What follows belongs to an exercise in optimizing a design on an open flow for small area, a short achievable clock period and few clock cycles per item; a production flow would make more cautious choices.
RTL that was checked went through simulation tests only; none was proved equivalent to the original.

==> job 1376 <==
## aes_ecb_core
module aes_ecb_core (
  input              clk,
  input              rst,         
  input              key_load,    
  input      [1:0]   key_len,
  input      [255:0] key_in,
  input              blk_start,   
  input              decrypt,     
  input      [127:0] blk_in,
  output             ready,
  output reg         done,        
  output     [127:0] blk_out
);
make LEC_CHECK=0 CAP_MARGIN=20 CORE_MARGIN=2 CORE_UTILIZATION=40 PLACE_DENSITY=0.55 SETUP_SLACK_MARGIN=5 SLEW_MARGIN=20 SYNTH_HIERARCHICAL=1 finish   # period 11.0 ns
run.sh (not shown) runs the stock make flow with config.mk's settings and CLKGATE_MAP_FILE= SYNTH_SCRIPT=/design/flow/synth_recipe.tcl, a recipe that flattens the netlist after the stock synthesis.
==> job 2900: changes against job 1376 <==
--- a/flow/design.v
+++ b/flow/design.v
@@ -314,28 +314,25 @@
   aes_x8 u_y0 (.a(q0), .b(x0), .y(y0));
   aes_x8 u_y1 (.a(q1), .b(x1), .y(y1));
   aes_x8 u_y2 (.a(q2), .b(x2), .y(y2));
   aes_x8 u_y3 (.a(q3), .b(x3), .y(y3));
 endmodule
-module aes_p_col (
+module aes_corr (
   input  [7:0] a0, a1, a2, a3,
-  input        dec,
-  output [7:0] y0, y1, y2, y3
+  output [7:0] w, z
 );
-  wire [7:0] e, f, e2, f2, e4, f4;
-  aes_x8 u_e (.a(a0), .b(a2), .y(e));
-  aes_x8 u_f (.a(a1), .b(a3), .y(f));
-  aes_xt u_e2 (.a(e), .y(e2));
-  aes_xt u_e4 (.a(e2), .y(e4));
-  aes_xt u_f2 (.a(f), .y(f2));
-  aes_xt u_f4 (.a(f2), .y(f4));
-  wire [7:0] u = e4 & {8{dec}};
-  wire [7:0] v = f4 & {8{dec}};
-  aes_x8 u_y0 (.a(a0), .b(u), .y(y0));
-  aes_x8 u_y1 (.a(a1), .b(v), .y(y1));
-  aes_x8 u_y2 (.a(a2), .b(u), .y(y2));
-  aes_x8 u_y3 (.a(a3), .b(v), .y(y3));
+  function [7:0] m4(input [7:0] a);    
+    m4 = {a[5:0], 2'b00} ^ (a[7] ? 8'h36 : 8'h00) ^ (a[6] ? 8'h1b : 8'h00);
+  endfunction
+  function [7:0] m8(input [7:0] a);    
+    m8 = {a[4:0], 3'b000} ^ (a[7] ? 8'h6c : 8'h00) ^ (a[6] ? 8'h36 : 8'h00) ^ (a[5] ? 8'h1b : 8'h00);
+  endfunction
+  wire [7:0] e = a0 ^ a2;
+  wire [7:0] f = a1 ^ a3;
+  wire [7:0] s8 = m8(e ^ f);
+  assign w = s8 ^ m4(e);
+  assign z = s8 ^ m4(f);
 endmodule
 module aes_round_pre (
   input  [127:0] st_in,
   input          enc,
   output [127:0] u
@@ -364,43 +361,44 @@
   endgenerate
 endmodule
 module aes_round2 (
   input  [127:0] sy,
   input  [127:0] rkey,
-  input          enc,
-  input          last,
+  input  [3:0]   dec,
+  input  [1:0]   last,
   output [127:0] st_out
 );
   function [7:0] inv_aff(input [7:0] b);
     inv_aff = {b[6:0], b[7]} ^ {b[4:0], b[7:5]} ^ {b[1:0], b[7:2]} ^ 8'h05;
   endfunction
   wire [127:0] sb;     
   wire [127:0] ark;    
   wire [127:0] y;      
-  wire [127:0] m;      
   wire [127:0] mc;
-  wire [127:0] mk;     
+  wire [127:0] kk;     
+  wire [127:0] mk;
   genvar i;
   generate
     for (i = 0; i < 16; i = i + 1) begin : g_byte
-      assign sb[127-8*i -: 8] = enc ? sy[127-8*i -: 8] : inv_aff(sy[127-8*i -: 8]);
+      localparam integer C = i / 4;
+      assign sb[127-8*i -: 8] = dec[C] ? inv_aff(sy[127-8*i -: 8]) : sy[127-8*i -: 8];
       aes_x8 u_ark (.a(sb[127-8*i -: 8]), .b(rkey[127-8*i -: 8]), .y(ark[127-8*i -: 8]));
-      assign y[127-8*i -: 8] = enc ? sb[127-8*i -: 8] : ark[127-8*i -: 8];
-      aes_x8 u_mk (.a(mc[127-8*i -: 8]), .b(rkey[127-8*i -: 8] & {8{enc}}), .y(mk[127-8*i -: 8]));
+      assign y[127-8*i -: 8] = dec[C] ? ark[127-8*i -: 8] : sb[127-8*i -: 8];
+      aes_x8 u_mk (.a(mc[127-8*i -: 8]), .b(kk[127-8*i -: 8]), .y(mk[127-8*i -: 8]));
+      assign st_out[127-8*i -: 8] = last[C / 2] ? ark[127-8*i -: 8] : mk[127-8*i -: 8];
     end
     for (i = 0; i < 4; i = i + 1) begin : g_mix
-      aes_p_col u_p (.a0(y[127-32*i -: 8]), .a1(y[119-32*i -: 8]),
-                     .a2(y[111-32*i -: 8]), .a3(y[103-32*i -: 8]), .dec(~enc),
-                     .y0(m[127-32*i -: 8]), .y1(m[119-32*i -: 8]),
-                     .y2(m[111-32*i -: 8]), .y3(m[103-32*i -: 8]));
-      aes_mc_col u_mc (.a0(m[127-32*i -: 8]), .a1(m[119-32*i -: 8]),
-                       .a2(m[111-32*i -: 8]), .a3(m[103-32*i -: 8]),
+      wire [7:0] w, z;
+      aes_corr u_corr (.a0(y[127-32*i -: 8]), .a1(y[119-32*i -: 8]),
+                       .a2(y[111-32*i -: 8]), .a3(y[103-32*i -: 8]), .w(w), .z(z));
+      assign kk[127-32*i -: 32] = dec[i] ? {w, z, w, z} : rkey[127-32*i -: 32];
+      aes_mc_col u_mc (.a0(y[127-32*i -: 8]), .a1(y[119-32*i -: 8]),
+                       .a2(y[111-32*i -: 8]), .a3(y[103-32*i -: 8]),
                        .y0(mc[127-32*i -: 8]), .y1(mc[119-32*i -: 8]),
                        .y2(mc[111-32*i -: 8]), .y3(mc[103-32*i -: 8]));
     end
   endgenerate
-  assign st_out = last ? ark : mk;
 endmodule
 module aes_key_ctl (
   input             dec,
   input      [1:0]  klen,
   input      [3:0]  rnd,
@@ -626,10 +624,14 @@
   reg  [127:0] x, y, ob;
   reg          xv, yv;
   reg  [127:0] rk;        
   reg          sdec;      
   reg          slast;     
+  reg  [1:0]   sdec_p;    
+  reg  [1:0]   sdec_n;    
+  reg          slast_p;   
+  reg          slast_n;   
   reg  [255:0] kr;        
   reg  [31:0]  ks;        
   reg  [31:0]  kt;        
   reg  [24:0]  kctl;      
   reg  [3:0]   kn;        
@@ -640,18 +642,20 @@
   reg  [1:0]   pklen;
   reg          ecap;      
   reg          jstart;    
   wire [3:0] knr = (klen == 2'd0) ? 4'd10 : (klen == 2'd1) ? 4'd12 : 4'd14;
   wire [3:0] pnr = (pklen == 2'd0) ? 4'd10 : (pklen == 2'd1) ? 4'd12 : 4'd14;
+  wire       last_n = (kn == (pdec ? 4'd0 : pnr));    
   wire [31:0]  t;
   wire [127:0] nw;
   aes_key_sub  u_ksub (.sin(ks), .rot(kctl[8]), .rcon(kctl[7:0]), .t(t));
   aes_key_step u_kstp (.r(kr), .t(kt), .ctl(kctl), .nw(nw));
   wire [255:0] kr_next = {kr[127:0], nw};
   wire [127:0] s1, s2, u;
   aes_round1 u_r1 (.u(x), .sy(s1));
-  aes_round2 u_r2 (.sy(y), .rkey(rk), .enc(~sdec), .last(slast), .st_out(s2));
+  aes_round2 u_r2 (.sy(y), .rkey(rk), .dec({sdec_p[0], ~sdec_n[0], sdec_p[1], ~sdec_n[1]}),
+                   .last({slast_p, ~slast_n}), .st_out(s2));
   aes_round_pre u_pre (.st_in((go_a | go_b) ? (ib ^ rk0) : s2),
                        .enc((go_a | go_b) ? ~ibdec : ~sdec), .u(u));
   wire [127:0] rk0 = ibdec ? {ke[159:128], ke[191:160], ke[223:192], ke[255:224]} : k0[255:128];
   wire kfree   = ~kext & ~kprep & (~pact | slast);
   wire can_go  = ~ph & kfree & ibv;
@@ -686,11 +690,15 @@
     kctl <= kctl_n;
     if (fin) ob <= s2;
     if (ph) begin
       rk    <= pdec ? {kr[31:0], kr[63:32], kr[95:64], kr[127:96]} : kr[127:0];
       sdec  <= pdec;
-      slast <= (kn == (pdec ? 4'd0 : pnr));
+      slast <= last_n;
+      sdec_p  <= {pdec, pdec_n};
+      sdec_n  <= {~pdec, ~pdec_n};
+      slast_p <= last_n;
+      slast_n <= ~last_n;
     end
   end
   always @(posedge clk) begin
     if (rst) begin
       ph     <= 1'b0;
SETUP_SLACK_MARGIN = unset   (was 5)
==> notes.md <==
- Job 2900 completed without violations. Job 1376 finished clean.
- Hold slack: job 1376 is lower than job 2900 (0.0020 ns).
- Die area: job 1376 is smaller than job 2900 (about 0.8%).
- Wire length: job 1376 is smaller than job 2900 (about 3%).
- Synthesized cell count: job 2900 is smaller than job 1376 (1.8%).
- Between job 2900 and job 1376, the lower sequential share of layout area is in job 2900 (gap 0.17 points).
- Of job 2900 and job 1376, job 1376 has the higher via count (gap about 0.4%, measured against job 1376).
==> figures <==
Result of the run: job 1376 no timing/DRC/antenna violations; job 2900 no timing/DRC/antenna violations
Routability-driven placement congestion ratio: job 1376 0.9682; job 2900 0.9653
Setup slack of the most critical reg-to-reg path: job 1376 5.09 ns; job 2900 4.21 ns
Data arrival time of the worst path: job 1376 6.72 ns; job 2900 7.57 ns
Final clock-cell share: job 1376 0.04773; job 2900 0.04876
Placement-stage worst setup slack: job 1376 4.190 ns; job 2900 4.340 ns
Filler cells: job 1376 27.40k; job 2900 27.53k
Met3 global-route usage: job 1376 0.05273; job 2900 0.06087
Data required time of the worst path: job 1376 11.81 ns; job 2900 11.79 ns
Routed length on met1: job 1376 196.6 mm; job 2900 199.3 mm
Final std cell area, no fill: job 1376 130000 um^2; job 2900 131100 um^2
Sequential share of cell area: job 1376 0.3236; job 2900 0.3218
Routed length on met2: job 1376 204.8 mm; job 2900 205.7 mm
Multi-input logic cell count: job 1376 8825; job 2900 8676
Worst Path Buf+Inv: job 1376 0; job 2900 5
Most common cell type on the critical path: job 1376 xor2_1; job 2900 buf_4
Testbench counts of job 1376, summed over its fixed seeds: cycles 16,253, items 1,080.
Only the layout flow was run in job 2900; the RTL was not checked for function there.

==> port drivers added, routing unchanged <==
How much do the figures lean on ideal ports? The routed layouts below were timed once more, with nothing changed but the port constraints. Step 1 assumes that a clkbuf_16 drives the clock port and a buf_2 every other input. Step 2 moves the port delays by t, midway between the first and last clock arrival at a register: inputs arrive t later, outputs are due t later. That takes back most of the time a late clock gives input paths. Three values: ideal, step 1, step 2; two values: the first two.
| run | shift t [ns] | setup WS [ns] | hold slack, ns | worst data-port slew with drivers (ns) | cell pins on the clock port's net |
|---|---|---|---|---|---|
| job 1376 | 0.978 | 5.089 / 5.089 / 5.089 | 0.446 / 0.446 / 0.446 | 0.15 | 1 |
| job 2900 | 0.976 | 4.214 / 4.139 / 4.214 | 0.448 / 0.448 / 0.448 | 0.10 | 1 |
After both steps every run listed still meets setup and hold.
